Context: an optimization exercise on an open-source flow, tuned for small area, a short achievable clock period and few clock cycles. The choices shown serve that exercise and are no tape-out recipe.
Where RTL was checked, it was by simulation tests only, not by an equivalence proof against the original.
Only the layout flow was run in runs 2 and 3; the RTL was not checked for function there.
Power figures rest on the tool's default switching activity, not on a simulated workload.

## flow/config.mk

```make
export PLATFORM = sky130hd
export DESIGN_NAME = fww_macro_cpu
export DESIGN_NICKNAME = fww_macro_cpu
export VERILOG_FILES = /design/flow/design.v
export SDC_FILE = /design/flow/constraint.sdc
export NUM_CORES = 4
export LEC_CHECK = 0
export CAP_MARGIN = 20
export CORE_MARGIN = 2
export CORE_UTILIZATION = 40
export SETUP_SLACK_MARGIN = 4.5
export SLEW_MARGIN = 20
```

## flow/constraint.sdc

```tcl
create_clock -name core_clock -period 8.0 [get_ports {clk}]
set_input_delay 1.6000 -clock core_clock [delete_from_list [all_inputs] [get_ports {clk}]]
set_output_delay 1.6000 -clock core_clock [all_outputs]
set_load 0.01 [all_outputs]
```

## flow/design.v

```verilog
module fww_macro_cpu (
    input  wire        clk,
    input  wire        rst,           
    input  wire        start,         
    input  wire [11:0] start_pc,
    input  wire        ext_allowed,   
    output wire        busy,
    output wire        done,
    output wire [2:0]  status_code,
    output wire [15:0] status_info,
    output wire [15:0] acc,
    output wire [15:0] pc,
    output wire [15:0] ir,
    output wire        mem_req,
    output wire        mem_we,
    output wire [11:0] mem_addr,
    output wire [15:0] mem_wdata,
    input  wire        mem_ack,
    input  wire [15:0] mem_rdata
);
    localparam I_IDLE    = 0,
               I_DONE    = 1,
               I_FETCH   = 2,     
               I_DECODE  = 3,     
               I_OPREAD  = 4,     
               I_WRITE   = 5,     
               I_READ2   = 6,     
               I_NEXT    = 7,     
               I_MUL     = 8,
               I_DIV     = 9,
               I_NEXTMD  = 10,    
               I_NMDR    = 11,    
               I_REFETCH = 12,    
               I_JS2     = 13,    
               I_DZFIX   = 14,    
               I_DZREF   = 15;    
    localparam [2:0] ST_HALTED  = 3'd1,
                     ST_DIVZERO = 3'd2,
                     ST_EXTDIS  = 3'd3,
                     ST_ADDROOR = 3'd4;
    localparam [3:0] OP_LOAD = 4'd1,  OP_STORE = 4'd2,
                     OP_ADD = 4'd3,  OP_SUB = 4'd4,   OP_MUL = 4'd5,
                     OP_DIV = 4'd6,  OP_JUMP = 4'd7,  OP_JZ = 4'd8,
                     OP_JN = 4'd9,   OP_JSUB = 4'd10, OP_RET = 4'd11,
                     OP_LOADI = 4'd12, OP_LOADID = 4'd13;
    reg [15:0] st;
    reg [15:0] acc_r, pc_r, ir_r;
    reg [15:0] v_r;             
    reg [2:0]  st_code;
    reg        info_v;          
    reg        ext_r;
    reg        neg_r;           
    reg        yinv_r;          
    reg [3:0]  cnt;             
    reg        dsq_r;           
    reg        wd_pc;           
    reg        g_apc;           
    reg        g_req;           
    reg        g_reqpc;         
    reg        g_we;            
    reg        g_xinv;          
    reg        g_xir;           
    reg        g_yen;           
    wire s_idle = st[I_IDLE],   s_done = st[I_DONE],     s_fetch = st[I_FETCH];
    wire s_dec  = st[I_DECODE], s_opr  = st[I_OPREAD],   s_wr    = st[I_WRITE];
    wire s_rd2  = st[I_READ2],  s_next = st[I_NEXT],     s_mul   = st[I_MUL];
    wire s_div  = st[I_DIV],    s_nmd  = st[I_NEXTMD],   s_nmdr  = st[I_NMDR];
    wire s_ref  = st[I_REFETCH], s_js2 = st[I_JS2],      s_dzf   = st[I_DZFIX];
    wire s_dzr  = st[I_DZREF];
    function automatic is_read(input [3:0] op);
        is_read = (op == OP_LOAD) || (op == OP_ADD) || (op == OP_SUB) || (op == OP_MUL) ||
                  (op == OP_DIV) || (op == OP_RET) || (op == OP_LOADID);
    endfunction
    wire [3:0]  opcode  = ir_r[15:12];
    wire [11:0] operand = ir_r[11:0];
    wire [15:0] pc_inc  = {3'd0, {1'b0, pc_r[11:0]} + 13'd1};    
    wire        pc_last = (pc_r[11:0] == 12'hfff);    
    wire        pc_ok   = (pc_r[15:12] == 4'd0);
    wire        acc_zero = (acc_r == 16'd0);
    wire o_load  = (opcode == OP_LOAD);
    wire o_store = (opcode == OP_STORE);
    wire o_add   = (opcode == OP_ADD);
    wire o_sub   = (opcode == OP_SUB);
    wire o_mul   = (opcode == OP_MUL);
    wire o_div   = (opcode == OP_DIV);
    wire o_jsub  = (opcode == OP_JSUB);
    wire o_ret   = (opcode == OP_RET);
    wire o_loadi = (opcode == OP_LOADI);
    wire o_ldid  = (opcode == OP_LOADID);
    wire o_jump  = (opcode == OP_JUMP) || (opcode == OP_JZ) || (opcode == OP_JN);
    wire op_read  = is_read(opcode);
    wire op_write = o_store | o_jsub;
    wire ext_bad  = (o_loadi | o_ldid) & ~ext_r;
    wire [3:0] r_op     = mem_rdata[15:12];
    wire       r_store  = (r_op == OP_STORE);
    wire       r_jsub   = (r_op == OP_JSUB);
    wire       r_extbad = ((r_op == OP_LOADI) || (r_op == OP_LOADID)) && !ext_r;
    wire       r_taken  = (r_op == OP_JUMP) ||
                          ((r_op == OP_JZ) && acc_zero) ||
                          ((r_op == OP_JN) && acc_r[15]);
    wire       r_seq    = (r_op != 4'd0) && !is_read(r_op) && !r_store && !r_jsub &&
                          !r_taken && !r_extbad;
    wire       r_halt   = (mem_rdata == 16'd0);
    wire       r_dreq   = (is_read(r_op) & ~r_extbad) | r_store | r_taken;
    wire rdata_zero = r_halt;
    wire ack        = mem_ack;
    wire        x_ir  = g_xir;
    wire        x_inv = g_xinv;
    wire        y_en  = g_yen;
    wire        y_inv = yinv_r ^ (s_div & ir_r[15]);
    wire        cin   = y_inv | x_inv;
    wire [15:0] add_x = x_ir ? (s_div ? {ir_r[14:0], acc_r[15]} : ir_r)
                             : (acc_r ^ {16{x_inv}});
    wire [15:0] add_y = (v_r ^ {16{y_inv}}) & {16{y_en}};
    wire [16:0] add_s = {1'b0, add_x} + {1'b0, add_y} + {16'd0, cin};
    wire        qbit  = ~add_s[15];    
    wire mul_last = (acc_r[15:1] == 15'd0);
    wire skip4    = (ir_r == 16'd0) && (acc_r[15:12] == 4'd0) && (cnt >= 4'd3);
    wire i_opnd = st_code[1] & ~st_code[0];    
    wire i_opc  = st_code[1] & st_code[0];     
    wire i_pc   = ~st_code[1] & ~info_v;       
    assign busy        = ~s_idle & ~s_done;
    assign done        = s_done;
    assign status_code = st_code;
    assign status_info = ({16{i_pc}}   & pc_r) |
                         ({16{info_v}} & v_r) |
                         ({16{i_opnd}} & {4'd0, operand}) |
                         ({16{i_opc}}  & {12'd0, opcode});
    assign acc         = acc_r;
    assign pc          = pc_r;
    assign ir          = ir_r;
    assign mem_req   = g_req | (g_reqpc & pc_ok);
    assign mem_we    = g_we;
    assign mem_addr  = ({12{g_apc}} & pc_r[11:0]) |
                       ({12{s_rd2}} & v_r[11:0]) |
                       ({12{~g_apc & ~s_rd2}} & operand);
    assign mem_wdata = wd_pc ? pc_r : acc_r;    
    wire go      = (s_idle | s_done) & start;
    wire f_ack   = s_fetch & pc_ok & ack;
    wire f_bad   = s_fetch & ~pc_ok;
    wire o_ack   = s_opr & ack;
    wire ld_bad  = o_ack & o_ldid & (mem_rdata[15:12] != 4'd0);
    wire d_bad   = s_dec & ext_bad;
    wire div_end = s_div & (skip4 ? (cnt == 4'd3) : (cnt == 4'd0));
    wire md_end  = (s_mul & mul_last) | div_end;
    wire [15:0] st_n;
    assign st_n[I_IDLE]    = s_idle & ~start;
    assign st_n[I_DONE]    = (s_done & ~start) | f_bad | (f_ack & r_halt) | d_bad | ld_bad |
                             (s_dzr & ack);
    assign st_n[I_FETCH]   = go | (s_fetch & pc_ok & ~ack) |
                             (s_dec & ~op_read & ~op_write & ~ext_bad) |
                             (o_ack & o_ret) | s_next | s_nmd | s_js2 | (s_ref & ack);
    assign st_n[I_DECODE]  = f_ack & ~r_halt;
    assign st_n[I_OPREAD]  = (s_dec & op_read & ~ext_bad) | (s_opr & ~ack);
    assign st_n[I_WRITE]   = (s_dec & op_write) | (s_wr & ~ack);
    assign st_n[I_READ2]   = (o_ack & o_ldid & ~ld_bad) | (s_rd2 & ~ack);
    assign st_n[I_NEXT]    = (o_ack & (o_load | o_add | o_sub)) | (s_wr & ack & ~o_jsub) |
                             (s_rd2 & ack);
    assign st_n[I_MUL]     = (o_ack & o_mul) | (s_mul & ~mul_last);
    assign st_n[I_DIV]     = (o_ack & o_div & ~rdata_zero) | (s_div & ~div_end);
    assign st_n[I_NEXTMD]  = md_end & ~pc_last;
    assign st_n[I_NMDR]    = md_end & pc_last;
    assign st_n[I_REFETCH] = s_nmdr | (s_ref & ~ack);
    assign st_n[I_JS2]     = s_wr & ack & o_jsub;
    assign st_n[I_DZFIX]   = o_ack & o_div & rdata_zero;
    assign st_n[I_DZREF]   = s_dzf | (s_dzr & ~ack);
    always @(posedge clk) begin
        if (rst) begin
            st      <= 16'd1 << I_IDLE;
            g_req   <= 1'b0;
            g_reqpc <= 1'b0;
            g_we    <= 1'b0;
        end else begin
            st      <= st_n;
            g_req   <= st_n[I_OPREAD] | st_n[I_WRITE] | st_n[I_READ2] | st_n[I_NEXTMD] |
                       st_n[I_NMDR] | st_n[I_REFETCH] | st_n[I_DZFIX] | st_n[I_DZREF] |
                       (f_ack & r_dreq);
            g_reqpc <= st_n[I_FETCH] | st_n[I_NEXT] | (f_ack & r_seq);
            g_we    <= st_n[I_WRITE] | (f_ack & r_store);
        end
        g_apc  <= st_n[I_FETCH] | st_n[I_NEXT] | st_n[I_NEXTMD] | st_n[I_NMDR] |
                  st_n[I_REFETCH] | st_n[I_DZFIX] | st_n[I_DZREF] | (f_ack & r_seq);
        g_xinv <= st_n[I_OPREAD] | st_n[I_NEXTMD] | st_n[I_NMDR] | st_n[I_DZFIX];
        g_xir  <= st_n[I_MUL] | st_n[I_DIV];
        g_yen  <= st_n[I_NEXT] | st_n[I_DIV] | (o_ack & o_mul & acc_r[0]) |
                  (s_mul & ~mul_last & acc_r[1]);
    end
    always @(posedge clk) begin
        if (go)
            pc_r <= {4'd0, start_pc};
        else if ((s_dec & o_jump & ~dsq_r) | (s_wr & ack & o_jsub))
            pc_r <= {4'd0, operand};
        else if ((f_ack & r_seq) | (s_dec & (o_jsub | (opcode == 4'd0))) |
                 (o_ack & (o_load | o_add | o_sub)) | (s_wr & ack & ~o_jsub) |
                 (s_rd2 & ack) | (md_end & ~pc_last) | (s_ref & ack) | s_js2)
            pc_r <= pc_inc;
        else if (o_ack & o_ret)
            pc_r <= mem_rdata;
        if (go)
            acc_r <= 16'd0;
        else if ((s_dec & o_loadi & dsq_r) | (s_next & (o_load | o_ldid)))
            acc_r <= v_r;
        else if ((s_next & (o_add | o_sub)) | (o_ack & o_div & acc_r[15]) |
                 ((s_nmd | s_nmdr | s_dzf) & neg_r) | (s_mul & mul_last))
            acc_r <= add_s[15:0];
        else if (s_mul)
            acc_r <= {1'b0, acc_r[15:1]};
        else if (s_div)
            acc_r <= skip4 ? {acc_r[11:0], 4'd0} : {acc_r[14:0], qbit};
        if (o_ack & (o_mul | o_div))
            ir_r <= 16'd0;
        else if (f_ack | (s_ref & ack) | (s_dzr & ack))
            ir_r <= mem_rdata;
        else if ((s_mul & ~mul_last) | (s_div & ~skip4))
            ir_r <= add_s[15:0];
        if (f_ack)
            v_r <= {4'd0, mem_rdata[11:0]};
        else if (o_ack | (s_rd2 & ack))
            v_r <= mem_rdata;
        else if (s_mul)
            v_r <= {v_r[14:0], 1'b0};
        if (f_ack) begin
            dsq_r <= r_seq;
            wd_pc <= r_jsub;
        end
        if (o_ack) begin
            yinv_r <= o_sub | (o_div & ~mem_rdata[15]);
            neg_r  <= o_div & (acc_r[15] ^ mem_rdata[15]);
        end
        if (go | busy) begin
            st_code <= {f_bad | ld_bad, d_bad | (s_dzr & ack), (f_ack & r_halt) | d_bad};
            info_v  <= ld_bad;
        end
        if (go)
            ext_r <= ext_allowed;
        if (o_ack & o_div)
            cnt <= 4'd15;
        else if (s_div)
            cnt <= cnt - (skip4 ? 4'd4 : 4'd1);
    end
endmodule
```

## flow/flow/run.sh

```bash
#!/bin/bash
set -euo pipefail
cd "$(dirname "$0")/.."
export BUFFER_PORTS_ARGS="-buffer_cell sky130_fd_sc_hd__buf_1"
bash standard.sh > standard_make.log 2>&1
```

## flow/standard.sh

```bash
#!/bin/bash
# synth_recipe.tcl (not shown) runs the flow's synth.tcl, then flattens the netlist and writes it again
# the make line also repeats each setting of config.mk as NAME=value (left out here)
make -C /OpenROAD-flow-scripts/flow DESIGN_CONFIG=/design/flow/config.mk WORK_HOME=/design/flow/orfs CLKGATE_MAP_FILE= SYNTH_SCRIPT=/design/flow/synth_recipe.tcl "${@:-finish}"
```

==> load_flow_metrics.sql, run 1 <==
INSERT INTO impl_metrics (metric_group, metric, value, unit) VALUES
('outcome', 'status', 'timing/DRC/antenna clean', ''),
('sta', 'post-route-period-util', '43.05', '%'),
('clocking', 'cts-buffers-inserted', '9', ''),
('critical_path', 'worstPathCellList', 'nand2_1 > xor2_4 > xnor2_1 > nand2_1 > fa_2 > fa_1 > nor2b_2 > o2111ai_2 > a21oi_2 > o41ai_2 > o21ai_1 > xor2_1 > mux2i_1 > a211oi_1', ''),
('yosys', 'dominantRegCellSynth', 'sky130_fd_sc_hd__dfxtp_1', ''),
('routing', 'avg_wl_per_cell', '22.15', 'um'),
('floorplan', 'boundaryPins', '132', ''),
('clocking', 'cts_clock_pin_slew_for_the_worst_setup_and_hold_paths', '0.07', 'ns'),
('yosys', 'post-synth-top-area-cell', 'sky130_fd_sc_hd__dfxtp_1', ''),
('sta', 'max_clock_freq', '290.4', 'MHz'),
('critical_path', 'max_stage_delay', '0.42', 'ns'),
('routing', 'routed-via-count', '7723', ''),
('critical_path', 'crit_path_arrival_time', '3.72', 'ns'),
('power_and_ir_drop', 'total_switching_power', '0.6316', 'mW'),
('power_and_ir_drop', 'seq_power_share', '45.6', '%'),
('critical_path', 'path_max_fanout', '4', ''),
('clocking', 'max-clock-path-buffers', '2', ''),
('routing', 'drc', '0', ''),
('yosys', 'synth.avg_cell_area', '8.041', 'um2'),
('global_route', 'initial_antenna_violation_count', '0', ''),
('global_route', 'grt_pass1_vias', '6998', ''),
('yosys', 'synth_xor_area_share', '6.903', '%'),
('sta', 'timing.clock.skew', '0.009477', 'ns'),
('global_route', 'grt_util_all_layers', '27.05', '%'),
('placement', 'post_dp_cell_area', '8168', 'um2'),
('yosys', 'syn-cell-area', '7631', 'um2'),
('clocking', 'worstSkewPairLatency', '0.36', 'ns'),
('yosys', 'synth_cells', '949', ''),
('floorplan', 'floorplan.initialDensity', '40.80', '%'),
('yosys', 'seq_total_area_yosys', '30.56', '%'),
('yosys', 'synth-seq-cells', '100', ''),
('critical_path', 'timing.rr.start', 'st[9]$_SDFF_PP0_', ''),
('power_and_ir_drop', 'pwr-share-comb', '26.2', '%'),
('floorplan', 'std_cell_rows', '50', ''),
('yosys', 'synth_top_family_by_area', 'simple AND/OR/NAND/NOR gates', ''),
('placement', 'port-buffer-count', '131', ''),
('critical_path', 'critical_path.startpoint_type', 'flop', ''),
('routing', 'drtIter0Drc', '939', ''),
('power_and_ir_drop', 'power.switching_fraction', '38.02', '%'),
('sta', 'slew_headroom', '23.51', '%'),
('floorplan', 'die_area', '20200', 'um2'),
('critical_path', 'critical_path_class', 'flop to flop', ''),
('yosys', 'post-synth-top-count-cell', 'sky130_fd_sc_hd__nand2_1', ''),
('yosys', 'post_synth_adder_cell_area', '3.476', '%'),
('critical_path', 'critical-path-slowest-cell', 'sky130_fd_sc_hd__fa_1', ''),
('yosys', 'synth_compound_area_share', '21.58', '%'),
('power_and_ir_drop', 'total_power_per_unit_cell_area', '190.2', 'nW/um2'),
('critical_path', 'worstPathRequired', '8.27', 'ns'),
('routing', 'drtPass1Iterations', '6', ''),
('power_and_ir_drop', 'ir_drop', '89.55', 'uV'),
('global_route', 'global_route_total_overflow', '0', ''),
('global_route', 'grtUsageMet3', '4.812', '%'),
('finish', 'nFillCells', '1851', ''),
('sta', 'tightestPinTransition', '1.143', 'ns'),
('sta', 'grt_setup_unrepaired', 'yes', ''),
('placement', 'post-place-cells', '1248', ''),
('power_and_ir_drop', 'power.leakage', '3.365', 'nW'),
('placement', 'gp_congestion', '0.9028', ''),
('finish', 'antennaDiodeCount', '0', ''),
('yosys', 'synth.area.mux_share', '9.657', '%'),
('finish', 'finish.net_count', '1086', ''),
('floorplan', 'die_x', '142.1', 'um'),
('global_route', 'grtUsageMet1', '39.49', '%'),
('yosys', 'synth.area.top_cells', 'sky130_fd_sc_hd__dfxtp_1 (18%), sky130_fd_sc_hd__edfxtp_1 (13%), sky130_fd_sc_hd__nand2_1 (5.8%)', ''),
('yosys', 'synth-edff-count', '33', ''),
('finish', 'area_delta_synth_final', '14.43', '%'),
('yosys', 'fraction_of_synthesized_cell_area_taken_by_the_top_area_cell_type', '17.58', '%'),
('routing', 'post_drt_via_cell_ratio', '6.072', ''),
('yosys', 'net_count_after_synthesis', '1002', ''),
('global_route', 'grt_start_max_net_pins', '33', ''),
('yosys', 'synth-simple-area-share', '22.30', '%');
==> per-stage QoR <==
step                      hold WS (ns)  setup WS, ns  total power, mW  util (%)
after floorplan                 0.4443         4.490           0.9811         -
after global placement          0.4769         3.913            1.172     43.67
after detailed placement        0.4895         3.827            1.173     43.67
after CTS                       0.5069         4.434            1.643     45.87
after global routing            0.5414         4.393            1.731     46.68
final                           0.4965         4.556            1.661     46.68
==> worst max-delay path, delay by kind of cell (launching register included) <==
family	cells	cell delay, ns
flops	1	0.39
compound gates	5	0.93
fa+ha+maj	2	0.82
simple gates	3	0.42
mux	1	0.11
xor+xnor	3	0.69
==> worst paths after layout <==
| path | endpoint | slack, ns | depth (start not counted) |
|---|---|---|---|
| max | ir_r[14]$_SDFFE_PP0P_ | 4.56 | 14 |
| min | cnt[3]$_SDFFE_PP1P_ | 0.50 | 2 |
| max reg2reg | ir_r[14]$_SDFFE_PP0P_ | 4.56 | 14 |
| min reg2reg | cnt[3]$_SDFFE_PP1P_ | 0.50 | 2 |
==> final cells by class <==
type / count / area (um2) / area share [%]
clock inverter: 3 / 42.54 / 0.4872
timing repair buffer: 145 / 644.4 / 7.379
tap: 234 / 292.8 / 3.353
inverter: 29 / 112.6 / 1.290
multi-input combinational: 748 / 5024 / 57.53
clock buffer: 13 / 271.5 / 3.109
sequential: 100 / 2345 / 26.85
==> cells in the final DEF, fill, tap and decap left out, types with 5 or more instances in the layout <==
master / synthesis / routed
sky130_fd_sc_hd__mux2i_1: 41 / 40
sky130_fd_sc_hd__and2_1: 18 / 19
sky130_fd_sc_hd__inv_1: 27 / 27
sky130_fd_sc_hd__nor3_1: 9 / 9
sky130_fd_sc_hd__o221ai_1: 10 / 10
sky130_fd_sc_hd__nand3_1: 38 / 36
sky130_fd_sc_hd__or3_1: 7 / 5
sky130_fd_sc_hd__a211oi_1: 15 / 15
sky130_fd_sc_hd__and3_1: 11 / 11
sky130_fd_sc_hd__nand3b_1: 5 / 5
sky130_fd_sc_hd__clkbuf_16: 0 / 11
sky130_fd_sc_hd__mux2_2: 29 / 29
sky130_fd_sc_hd__a21oi_1: 62 / 59
sky130_fd_sc_hd__buf_4: 4 / 11
sky130_fd_sc_hd__edfxtp_1: 33 / 33
sky130_fd_sc_hd__a31oi_1: 6 / 6
sky130_fd_sc_hd__xor2_1: 32 / 32
sky130_fd_sc_hd__nor4_1: 13 / 11
sky130_fd_sc_hd__nand2_1: 117 / 117
sky130_fd_sc_hd__dfxtp_1: 67 / 61
sky130_fd_sc_hd__o211ai_1: 18 / 18
sky130_fd_sc_hd__nand2b_1: 18 / 17
sky130_fd_sc_hd__a222oi_1: 8 / 8
sky130_fd_sc_hd__nor2b_1: 10 / 7
sky130_fd_sc_hd__a22oi_1: 20 / 20
sky130_fd_sc_hd__xnor2_1: 25 / 25
sky130_fd_sc_hd__o21ai_0: 50 / 47
sky130_fd_sc_hd__buf_1: 5 / 127
sky130_fd_sc_hd__ha_1: 18 / 18
sky130_fd_sc_hd__nor2_1: 92 / 89
sky130_fd_sc_hd__a211o_1: 10 / 9
==> sequential cells by signal, summed over array words and instances (netlist names), 3 cells and up <==
| name | cells |
|---|---|
| ir_r | 16 |
| st_code | 3 |
| st | 16 |
| acc_r | 16 |
| cnt | 4 |
| v_r | 16 |
| pc_r | 16 |
==> power groups by stage <==
stage	logic, mW	clock network [mW]	registers [mW]
after floorplan	0.304	0	0.677
after global placement	0.408	0	0.765
after detailed placement	0.410	0	0.764
after CTS	0.423	0.473	0.747
after global routing	0.478	0.490	0.764
final	0.435	0.469	0.758
==> layer usage <==
metal	wire (um)	part of all wire, %
met5	0	0
met4	838	3.0
met3	2455	8.7
met2	12140	43
met1	12740	45
==> logic make-up (layout without fill, tap and decap cells) <==
kind of cell,Yosys count,in the layout
AO/OA/AOI/OAI,243,244
XOR/XNOR,58,58
adder cells (fa/ha/maj),20,20
buffers and inverters,102,190
flip-flops,100,100
multiplexers,70,70
AND/OR/NAND/NOR,356,356
==> repair_timing <==
item	in CTS	in global routing
resized for setup	18	30
hold buffers	0	0
pin swaps	1	6
buffers inserted	5	1
gates cloned	0	2
setup endpoints to repair	80	61
Testbench counts, summed over its fixed seeds: cycles 296,501.
==> run 2: changes to the inputs <==
--- a/flow/design.v
+++ b/flow/design.v
@@ -115,7 +115,7 @@
     wire [16:0] add_s = {1'b0, add_x} + {1'b0, add_y} + {16'd0, cin};
     wire        qbit  = ~add_s[15];    
     wire mul_last = (acc_r[15:1] == 15'd0);
-    wire skip4    = (ir_r == 16'd0) && (acc_r[15:12] == 4'd0) && (cnt >= 4'd3);
+    wire skip4    = 1'b0;
     wire i_opnd = st_code[1] & ~st_code[0];    
     wire i_opc  = st_code[1] & st_code[0];     
     wire i_pc   = ~st_code[1] & ~info_v;       
==> run 2 against run 1 <==
Compared with the run above:
- still clean
- clock skew up 0.00057 ns
- register-to-register slack better by 0.08 ns
- wire length rose by 3.6%
- flip-flop and latch count stayed put
- critical path type is now primary input to flop
- critical endpoint is now g_req$_SDFF_PP0_
- largest cell class unchanged
- largest power group unchanged
==> load_flow_metrics.sql, run 2 <==
INSERT INTO impl_metrics (metric_group, metric, value, unit) VALUES
('outcome', 'status', 'timing/DRC/antenna clean', ''),
('clocking', 'cts_clock_pin_slew_for_the_worst_setup_and_hold_paths', '0.07', 'ns'),
('global_route', 'grtUsageMet3', '6.057', '%'),
('power_and_ir_drop', 'ir_drop', '106.1', 'uV'),
('finish', 'antennaDiodeCount', '0', ''),
('clocking', 'cts-root-buf', 'sky130_fd_sc_hd__clkbuf_16', ''),
('sta', 'slew_viol_final', '0', ''),
('floorplan', 'die_h', '142.4', 'um'),
('yosys', 'net_count_after_synthesis', '1006', ''),
('worst_hold_path', 'min-delay-path-class', 'flop to flop', ''),
('floorplan', 'die_area', '20280', 'um2'),
('yosys', 'seq_total_area_yosys', '30.43', '%'),
('yosys', 'post-synth-top-count-cell', 'sky130_fd_sc_hd__nand2_1', ''),
('routing', 'detail_route.wirelength', '29200', 'um'),
('sta', 'totalNegativeSetupSlack', '0', 'ns'),
('floorplan', 'boundaryPins', '132', ''),
('finish', 'final_layout_size_suffix_gt1_share', '10.03', '%'),
('routing', 'avg_wl_per_cell', '22.80', 'um'),
('global_route', 'global_route_total_overflow', '0', ''),
('clocking', 'ctsHoldBuffers', '0', ''),
('yosys', 'post-synth-top-area-cell', 'sky130_fd_sc_hd__dfxtp_1', ''),
('floorplan', 'std_cell_rows', '50', ''),
('yosys', 'synth-edff-count', '33', ''),
('sta', 'finalSetupViolations', '0', ''),
('sta', 'grt_setup_unrepaired', 'yes', ''),
('global_route', 'grt-busiest-layer', 'met2', ''),
('global_route', 'grt_first_pass_wirelength', '43950', 'um'),
('critical_path', 'crit_path_arrival_time', '3.77', 'ns'),
('finish', 'layout.cells.most_common', 'sky130_fd_sc_hd__buf_1', ''),
('yosys', 'synth.avg_cell_area', '8.033', 'um2'),
('clocking', 'clock_tree.htree_level_count', '3', ''),
('placement', 'gp_congestion', '0.9107', ''),
('global_route', 'grtUsageMet1', '38.21', '%'),
('routing', 'post_drt_via_cell_ratio', '6.215', ''),
('clocking', 'tritoncts_num_sinks', '100', ''),
('yosys', 'synth_cell_type_count', '74', ''),
('sta', 'worst_hold_slack', '0.5165', 'ns'),
('critical_path', 'critical_path_class', 'primary input to flop', ''),
('floorplan', 'design.core.area', '18770', 'um2'),
('sta', 'max_clock_freq', '286.3', 'MHz'),
('finish', 'layout_common_cells', 'sky130_fd_sc_hd__buf_1 (126), sky130_fd_sc_hd__nand2_1 (110), sky130_fd_sc_hd__nor2_1 (91)', ''),
('global_route', 'grt_util_all_layers', '28.35', '%'),
('clocking', 'cts-buffers-inserted', '9', ''),
('yosys', 'synth.top_cells.by_count', 'sky130_fd_sc_hd__nand2_1 (111), sky130_fd_sc_hd__nor2_1 (93), sky130_fd_sc_hd__a21oi_1 (71)', ''),
('sta', 'hold_viol', '0', ''),
('routing', 'routed-via-count', '7961', ''),
('sta', 'timing.final.crit_period', '3.493', 'ns'),
('placement', 'dp.final_hpwl', '20340', 'um'),
('clocking', 'worstSkewPairLatency', '0.36', 'ns'),
('routing', 'final_antenna_net_count', '0', ''),
('sta', 'tightestPinTransition', '1.072', 'ns'),
('floorplan', 'die_x', '142.4', 'um'),
('global_route', 'initial_antenna_violation_count', '0', ''),
('yosys', 'asyncSetResetFlopFracSynth', '0', '%'),
('global_route', 'grt_start_max_net_pins', '39', ''),
('critical_path', 'path_max_fanout', '11', ''),
('power_and_ir_drop', 'total_power_per_unit_cell_area', '171.4', 'nW/um2'),
('finish', 'nFillCells', '1936', ''),
('power_and_ir_drop', 'power.leakage', '3.399', 'nW'),
('yosys', 'syn-cell-area', '7664', 'um2'),
('routing', 'drtIter0Drc', '1018', ''),
('routing', 'drtPass1Iterations', '5', ''),
('run', 'drv.max_cap_violation_count', '0', ''),
('yosys', 'dominantRegCellSynth', 'sky130_fd_sc_hd__dfxtp_1', ''),
('sta', 'slew_headroom', '27.98', '%'),
('global_route', 'grt_use_met2', '46.10', '%'),
('global_route', 'grt_pass1_vias', '7347', ''),
('clocking', 'max-clock-path-buffers', '2', ''),
('yosys', 'synth_cells', '954', ''),
('yosys', 'ys.warnings.count', '1', ''),
('critical_path', 'critical_path.startpoint_type', 'primary input', ''),
('yosys', 'fraction_of_synthesized_cell_area_taken_by_the_top_area_cell_type', '17.50', '%'),
('critical_path', 'worstPathRequired', '8.28', 'ns'),
('finish', 'area_delta_synth_final', '14.19', '%'),
('sta', 'post-route-period-util', '43.67', '%'),
('clocking', 'cts_tree', 'done', ''),
('finish', 'finish.net_count', '1094', ''),
('placement', 'port-buffer-count', '131', ''),
('sta', 'timing.clock.skew', '0.01005', 'ns'),
('yosys', 'synth.area.top_cells', 'sky130_fd_sc_hd__dfxtp_1 (18%), sky130_fd_sc_hd__edfxtp_1 (13%), sky130_fd_sc_hd__mux2i_1 (6.1%)', ''),
('floorplan', 'floorplan.initialDensity', '40.83', '%'),
('critical_path', 'critPathCaptureType', 'flop', ''),
('routing', 'drc', '0', ''),
('yosys', 'synth-seq-cells', '100', '');
-- run 2: metal layers --
layer / vias to the layer above / wire (um)
li1: 3642 / -
met1: 3795 / 11950
met2: 460 / 13690
met3: 64 / 2888
met4: 0 / 683
met5: - / 0
-- run 2: critical path, cell delays in order --
cell and delay (ns):
sky130_fd_sc_hd__buf_2 0.18, sky130_fd_sc_hd__nor4_1 0.73, sky130_fd_sc_hd__nand4_1 0.51, sky130_fd_sc_hd__or2_2 0.47, sky130_fd_sc_hd__nand2_1 0.08, sky130_fd_sc_hd__nor4_1 0.07, sky130_fd_sc_hd__a31oi_1 0.12
-- run 2: power breakdown --
part	total [mW]	switching, mW	internal, mW
clock	0.433	0.212	0.221
combinational	0.363	0.214	0.149
sequential	0.704	0.131	0.573
-- run 2: through the flow --
stage	setup slack [ns]	power [mW]	cell area (um2)	cells	utilization (%)
2_1_floorplan	4.512	0.8991	7680	954	-
3_3_place_gp	3.876	1.055	8200	1251	43.69
3_5_place_dp	3.830	1.057	8200	1251	43.69
4_1_cts	4.503	1.486	8608	1274	45.87
5_1_grt	4.487	1.558	8751	1281	46.63
6_report	4.507	1.500	8751	1281	46.63
-- run 2: cells by family after synthesis --
group	share of synthesized area [%]
multiplexers	10.84
buffers and inverters	5.469
AO/OA/AOI/OAI	20.78
adder cells (fa/ha/maj)	3.298
XOR/XNOR	6.612
AND/OR/NAND/NOR	22.56
flip-flops	30.43
-- run 2: what timing repair did --
item                       CTS  global route
setup endpoints to repair   80            78
setup buffers                4             7
pin swaps                    5             6
gates resized for setup     17            19
gates cloned                 3             0
-- run 2: path summary, 6_finish.rpt --
check                                 to  slack (ns)  cells past startpoint           startpoint
setup / recovery        g_req$_SDFF_PP0_        4.51                      7        mem_rdata[15]
hold / removal       cnt[1]$_SDFFE_PP1P_        0.52                      2  cnt[1]$_SDFFE_PP1P_
setup reg to reg  acc_r[15]$_SDFFE_PP0P_        4.64                     14     st[9]$_SDFF_PP0_
hold reg to reg      cnt[1]$_SDFFE_PP1P_        0.52                      2  cnt[1]$_SDFFE_PP1P_
-- run 2: layout make-up --
type                    count  area, um2  share of cell area [%]
inverters                  29      108.9                   1.244
well taps                 234      292.8                   3.346
repair buffers            149      695.7                   7.950
flip-flops and latches    100       2337                   26.71
clock buffers              11      242.7                   2.774
clock inverters             5      33.78                  0.3860
multi-input cells         753       5040                   57.59
==> run 3: changes to the inputs <==
--- a/flow/design.v
+++ b/flow/design.v
@@ -53,7 +53,6 @@
     reg        yinv_r;          
     reg [3:0]  cnt;             
     reg        dsq_r;           
-    reg        wd_pc;           
     reg        g_apc;           
     reg        g_req;           
     reg        g_reqpc;         
@@ -115,7 +114,7 @@
     wire [16:0] add_s = {1'b0, add_x} + {1'b0, add_y} + {16'd0, cin};
     wire        qbit  = ~add_s[15];    
     wire mul_last = (acc_r[15:1] == 15'd0);
-    wire skip4    = 1'b0;
+    wire skip4    = (ir_r == 16'd0) && (acc_r[15:12] == 4'd0) && (cnt >= 4'd3);
     wire i_opnd = st_code[1] & ~st_code[0];    
     wire i_opc  = st_code[1] & st_code[0];     
     wire i_pc   = ~st_code[1] & ~info_v;       
@@ -134,7 +133,7 @@
     assign mem_addr  = ({12{g_apc}} & pc_r[11:0]) |
                        ({12{s_rd2}} & v_r[11:0]) |
                        ({12{~g_apc & ~s_rd2}} & operand);
-    assign mem_wdata = wd_pc ? pc_r : acc_r;    
+    assign mem_wdata = acc_r;    
     wire go      = (s_idle | s_done) & start;
     wire f_ack   = s_fetch & pc_ok & ack;
     wire f_bad   = s_fetch & ~pc_ok;
@@ -190,7 +189,7 @@
             pc_r <= {4'd0, start_pc};
         else if ((s_dec & o_jump & ~dsq_r) | (s_wr & ack & o_jsub))
             pc_r <= {4'd0, operand};
-        else if ((f_ack & r_seq) | (s_dec & (o_jsub | (opcode == 4'd0))) |
+        else if ((f_ack & r_seq) | (s_dec & (opcode == 4'd0)) |
                  (o_ack & (o_load | o_add | o_sub)) | (s_wr & ack & ~o_jsub) |
                  (s_rd2 & ack) | (md_end & ~pc_last) | (s_ref & ack) | s_js2)
             pc_r <= pc_inc;
@@ -198,8 +197,11 @@
             pc_r <= mem_rdata;
         if (go)
             acc_r <= 16'd0;
-        else if ((s_dec & o_loadi & dsq_r) | (s_next & (o_load | o_ldid)))
+        else if ((s_dec & o_loadi & dsq_r) | (s_next & (o_load | o_ldid)) |
+                 (s_wr & ack & o_jsub))
             acc_r <= v_r;
+        else if (s_dec & o_jsub)
+            acc_r <= pc_inc;
         else if ((s_next & (o_add | o_sub)) | (o_ack & o_div & acc_r[15]) |
                  ((s_nmd | s_nmdr | s_dzf) & neg_r) | (s_mul & mul_last))
             acc_r <= add_s[15:0];
@@ -217,12 +219,12 @@
             v_r <= {4'd0, mem_rdata[11:0]};
         else if (o_ack | (s_rd2 & ack))
             v_r <= mem_rdata;
+        else if (s_dec & o_jsub)
+            v_r <= acc_r;
         else if (s_mul)
             v_r <= {v_r[14:0], 1'b0};
-        if (f_ack) begin
+        if (f_ack)
             dsq_r <= r_seq;
-            wd_pc <= r_jsub;
-        end
         if (o_ack) begin
             yinv_r <= o_sub | (o_div & ~mem_rdata[15]);
             neg_r  <= o_div & (acc_r[15] ^ mem_rdata[15]);
==> run 3 against run 2 <==
Compared with the run above:
- largest power group unchanged
- hold slack got worse by 0.021 ns
- sequential share of layout area decreased by 1.1 points
- flip-flop and latch count decreased by 1
- still clean on timing, DRC and antenna
- clock power increased by 9.2%
- maximum frequency increased by 1.3%
- combinational power increased by 32%
- critical path depth decreased by 3
- via count increased by 8.8%
==> load_flow_metrics.sql, run 3 <==
INSERT INTO impl_metrics (metric_group, metric, value, unit) VALUES
('clocking', 'max-clock-path-buffers', '2', ''),
('sta', 'totalNegativeSetupSlack', '0', 'ns'),
('global_route', 'global_route_total_overflow', '0', ''),
('critical_path', 'critPathCaptureType', 'output port', ''),
('worst_hold_path', 'holdPathEnd', 'cnt[3]$_SDFFE_PP1P_', ''),
('yosys', 'seq_total_area_yosys', '28.78', '%'),
('clocking', 'cts-buffers-inserted', '9', ''),
('routing', 'final_antenna_net_count', '0', ''),
('floorplan', 'floorplan.initialDensity', '40.97', '%'),
('sta', 'slew_viol_final', '0', ''),
('global_route', 'grt_util_all_layers', '30.74', '%'),
('sta', 'timing.clock.skew', '0.01177', 'ns'),
('worst_hold_path', 'min_delay_path_depth', '2', ''),
('yosys', 'synth.area.top_cells', 'sky130_fd_sc_hd__dfxtp_1 (17%), sky130_fd_sc_hd__edfxtp_1 (12%), sky130_fd_sc_hd__nand2_1 (6.2%)', ''),
('finish', 'final_layout_size_suffix_gt1_share', '7.384', '%'),
('routing', 'avg_wl_per_cell', '24.04', 'um'),
('finish', 'ff_latch_area', '2312', 'um2'),
('floorplan', 'die_x', '145.4', 'um'),
('critical_path', 'worst-r2r-cell-count', '12', ''),
('finish', 'layout_common_cells', 'sky130_fd_sc_hd__nand2_1 (132), sky130_fd_sc_hd__buf_1 (127), sky130_fd_sc_hd__nor2_1 (111)', ''),
('yosys', 'synth_cells', '1054', ''),
('routing', 'post_drt_via_cell_ratio', '6.238', ''),
('clocking', 'cts-root-buf', 'sky130_fd_sc_hd__clkbuf_16', ''),
('critical_path', 'path_max_fanout', '17', ''),
('sta', 'max_clock_freq', '290.1', 'MHz'),
('yosys', 'syn-cell-area', '8000', 'um2'),
('yosys', 'synth-edff-count', '32', ''),
('yosys', 'synth_cell_type_count', '76', ''),
('yosys', 'post-synth-top-area-cell', 'sky130_fd_sc_hd__dfxtp_1', ''),
('sta', 'hold_viol', '0', ''),
('placement', 'gp_congestion', '0.9524', ''),
('clocking', 'cts_clock_pin_slew_for_the_worst_setup_and_hold_paths', '0.07', 'ns'),
('placement', 'dp.final_hpwl', '23870', 'um'),
('routing', 'drtIter0Drc', '1083', ''),
('sta', 'timing.final.crit_period', '3.447', 'ns'),
('finish', 'layout.cells.most_common', 'sky130_fd_sc_hd__nand2_1', ''),
('yosys', 'synth-seq-cells', '99', ''),
('yosys', 'ys.warnings.count', '1', ''),
('critical_path', 'timing.rr.start', 'ir_r[0]$_SDFFE_PP0P_', ''),
('placement', 'port-buffer-count', '131', ''),
('floorplan', 'die_h', '145.4', 'um'),
('routing', 'drtPass1Iterations', '6', ''),
('yosys', 'synth.top_cells.by_count', 'sky130_fd_sc_hd__nand2_1 (133), sky130_fd_sc_hd__nor2_1 (113), sky130_fd_sc_hd__a21oi_1 (84)', ''),
('finish', 'multi_input_comb_area', '5284', 'um2'),
('finish', 'area_delta_synth_final', '12.78', '%'),
('worst_hold_path', 'min-delay-path-class', 'flop to flop', ''),
('yosys', 'asyncSetResetFlopFracSynth', '0', '%'),
('routing', 'detail_route.wirelength', '33390', 'um'),
('clocking', 'clock_tree.htree_level_count', '3', ''),
('power_and_ir_drop', 'power.leakage', '3.524', 'nW'),
('floorplan', 'boundaryPins', '132', ''),
('critical_path', 'setup.reg_to_reg.worst_slack', '4.64', 'ns'),
('run', 'drv.max_cap_violation_count', '0', ''),
('floorplan', 'design.core.area', '19530', 'um2'),
('finish', 'nFillCells', '2050', ''),
('finish', 'utilization', '46.21', '%'),
('sta', 'post-route-period-util', '43.08', '%'),
('routing', 'routed-via-count', '8665', ''),
('critical_path', 'critical_path.startpoint_type', 'flop', ''),
('clocking', 'cts_tree', 'done', ''),
('critical_path', 'crit_path_arrival_time', '1.85', 'ns'),
('power_and_ir_drop', 'ir_drop', '106.1', 'uV'),
('yosys', 'net_count_after_synthesis', '1107', ''),
('sta', 'tightestPinTransition', '0.9253', 'ns'),
('finish', 'antennaDiodeCount', '0', ''),
('global_route', 'grt_pass1_vias', '7855', ''),
('sta', 'slew_headroom', '38.31', '%'),
('yosys', 'dominantRegCellSynth', 'sky130_fd_sc_hd__dfxtp_1', ''),
('sta', 'grt_setup_unrepaired', 'yes', ''),
('critical_path', 'worstPathRequired', '6.40', 'ns'),
('global_route', 'grt_first_pass_wirelength', '49670', 'um'),
('finish', 'finish.net_count', '1172', ''),
('yosys', 'synth.avg_cell_area', '7.590', 'um2'),
('yosys', 'fraction_of_synthesized_cell_area_taken_by_the_top_area_cell_type', '16.77', '%'),
('floorplan', 'std_cell_rows', '51', ''),
('sta', 'finalSetupViolations', '0', ''),
('clocking', 'worstSkewPairLatency', '0.36', 'ns'),
('critical_path', 'critical_path.reg2reg.endpoint', 'ir_r[14]$_SDFFE_PP0P_', ''),
('global_route', 'initial_antenna_violation_count', '0', ''),
('clocking', 'tritoncts_num_sinks', '99', ''),
('power_and_ir_drop', 'total_power_per_unit_cell_area', '191.3', 'nW/um2'),
('worst_hold_path', 'hp-start', 'cnt[3]$_SDFFE_PP1P_', ''),
('global_route', 'grt_start_max_net_pins', '35', ''),
('routing', 'drc', '0', ''),
('yosys', 'post-synth-top-count-cell', 'sky130_fd_sc_hd__nand2_1', ''),
('critical_path', 'critical_path_class', 'flop to output port', ''),
('outcome', 'status', 'timing/DRC/antenna clean', ''),
('floorplan', 'die_area', '21150', 'um2');
-- run 3: power breakdown --
part           internal (mW)  switching [mW]
combinational          0.185           0.293
sequential             0.579           0.196
clock                  0.272           0.201
-- run 3: worst max-delay path, cell delays in order (launching register included) --
cell and delay [ns]:
sky130_fd_sc_hd__dfxtp_1 0.86, sky130_fd_sc_hd__mux2_2 0.29, sky130_fd_sc_hd__nand2_1 0.06, sky130_fd_sc_hd__nand2_1 0.11
sky130_fd_sc_hd__buf_1 0.16
-- run 3: worst max path at each step --
stage | slack [ns] | startpoint | end
3_3_place_gp | 3.93 | mem_ack | ir_r[13]$_SDFFE_PP0P_
3_5_place_dp | 3.84 | mem_ack | ir_r[10]$_SDFFE_PP0P_
6_report | 4.55 | ir_r[14]$_SDFFE_PP0P_ | status_info[2]
4_1_cts | 4.52 | mem_ack | pc_r[11]$_DFFE_PP_
5_1_grt | 4.42 | st[9]$_SDFF_PP0_ | ir_r[14]$_SDFFE_PP0P_
2_1_floorplan | 4.53 | ir_r[15]$_SDFFE_PP0P_ | ir_r[14]$_SDFFE_PP0P_
-- run 3: per-layer routing --
metal / GRT usage, % / wire [um]
met5: 0 / 0
met4: 12.55 / 1375
met3: 6.395 / 3996
met2: 46.04 / 14420
met1: 43.15 / 13600
-- run 3: cells by family (layout without fill, tap and decap cells) --
kind of cell | after synthesis | in the layout | synth area share, %
buffers and inverters | 126 | 195 | 6.975
AO/OA/AOI/OAI | 284 | 285 | 23.26
XOR/XNOR | 54 | 54 | 6.006
flip-flops | 99 | 99 | 28.78
AND/OR/NAND/NOR | 428 | 428 | 26.21
multiplexers | 43 | 43 | 5.458
adder cells (fa/ha/maj) | 20 | 20 | 3.316
-- run 3: area by class of cell --
cell class / count / share of cell area [%]
Clock buffer: 10 / 2.538
Clock inverter: 6 / 0.8875
Inverter: 31 / 1.290
Multi-Input combinational cell: 830 / 58.56
Sequential cell: 99 / 25.63
Tap cell: 265 / 3.675
Timing Repair Buffer: 148 / 7.419
-- run 3: what timing repair did --
action	in CTS	in global routing
cloned	1	0
gates resized for setup	22	15
hold buffers	0	0
endpoints found under the setup margin	79	65
pin swaps	1	2
setup buffers	6	1
-- run 3: stage by stage --
stage	instances	cell area, um2	worst slack [ns]	power, mW	hold WS, ns
global route	1389	9022	4.419	1.786	0.5238
CTS	1388	8939	4.519	1.698	0.5041
floorplan	1054	8023	4.526	0.9986	0.4442
finish	1389	9022	4.553	1.726	0.4955
detailed placement	1365	8473	3.843	1.223	0.4846
global placement	1365	8473	3.928	1.222	0.4790

## port drivers added, routing unchanged
The results above use ideal ports. As a check the final layouts listed here were re-extracted and re-timed, cells and wires unchanged.
Step 1 (the two cells are an assumption about what drives the block):
set clk [get_ports {clk}]
set_driving_cell -lib_cell sky130_fd_sc_hd__clkbuf_16 $clk
set_driving_cell -lib_cell sky130_fd_sc_hd__buf_2 [delete_from_list [all_inputs] $clk]
Step 2 also shifts input and output timing later by t, the mid clock arrival at the registers, as if the neighbouring blocks saw the same clock.
Three values: ideal, step 1, step 2; two values: the first two.
run	t (ns)	slack for setup (ns)	hold WS [ns]	slew at the worst register clock pin (ns)	pins driven straight from the clock port
run 1	0.396	4.556 / 4.522 / 4.225	0.496 / 0.496 / 0.496	0.07 / 0.07	1
run 2	0.405	4.507 / 4.533 / 4.128	0.517 / 0.517 / 0.517	0.08 / 0.08	1
run 3	0.397	4.553 / 4.506 / 4.194	0.496 / 0.496 / 0.496	0.08 / 0.08	1
After both steps setup and hold are still met in every run listed. The setup slack of run 2, which loses most, moves by +0.026 ns with the drivers and by -0.379 ns with both steps.
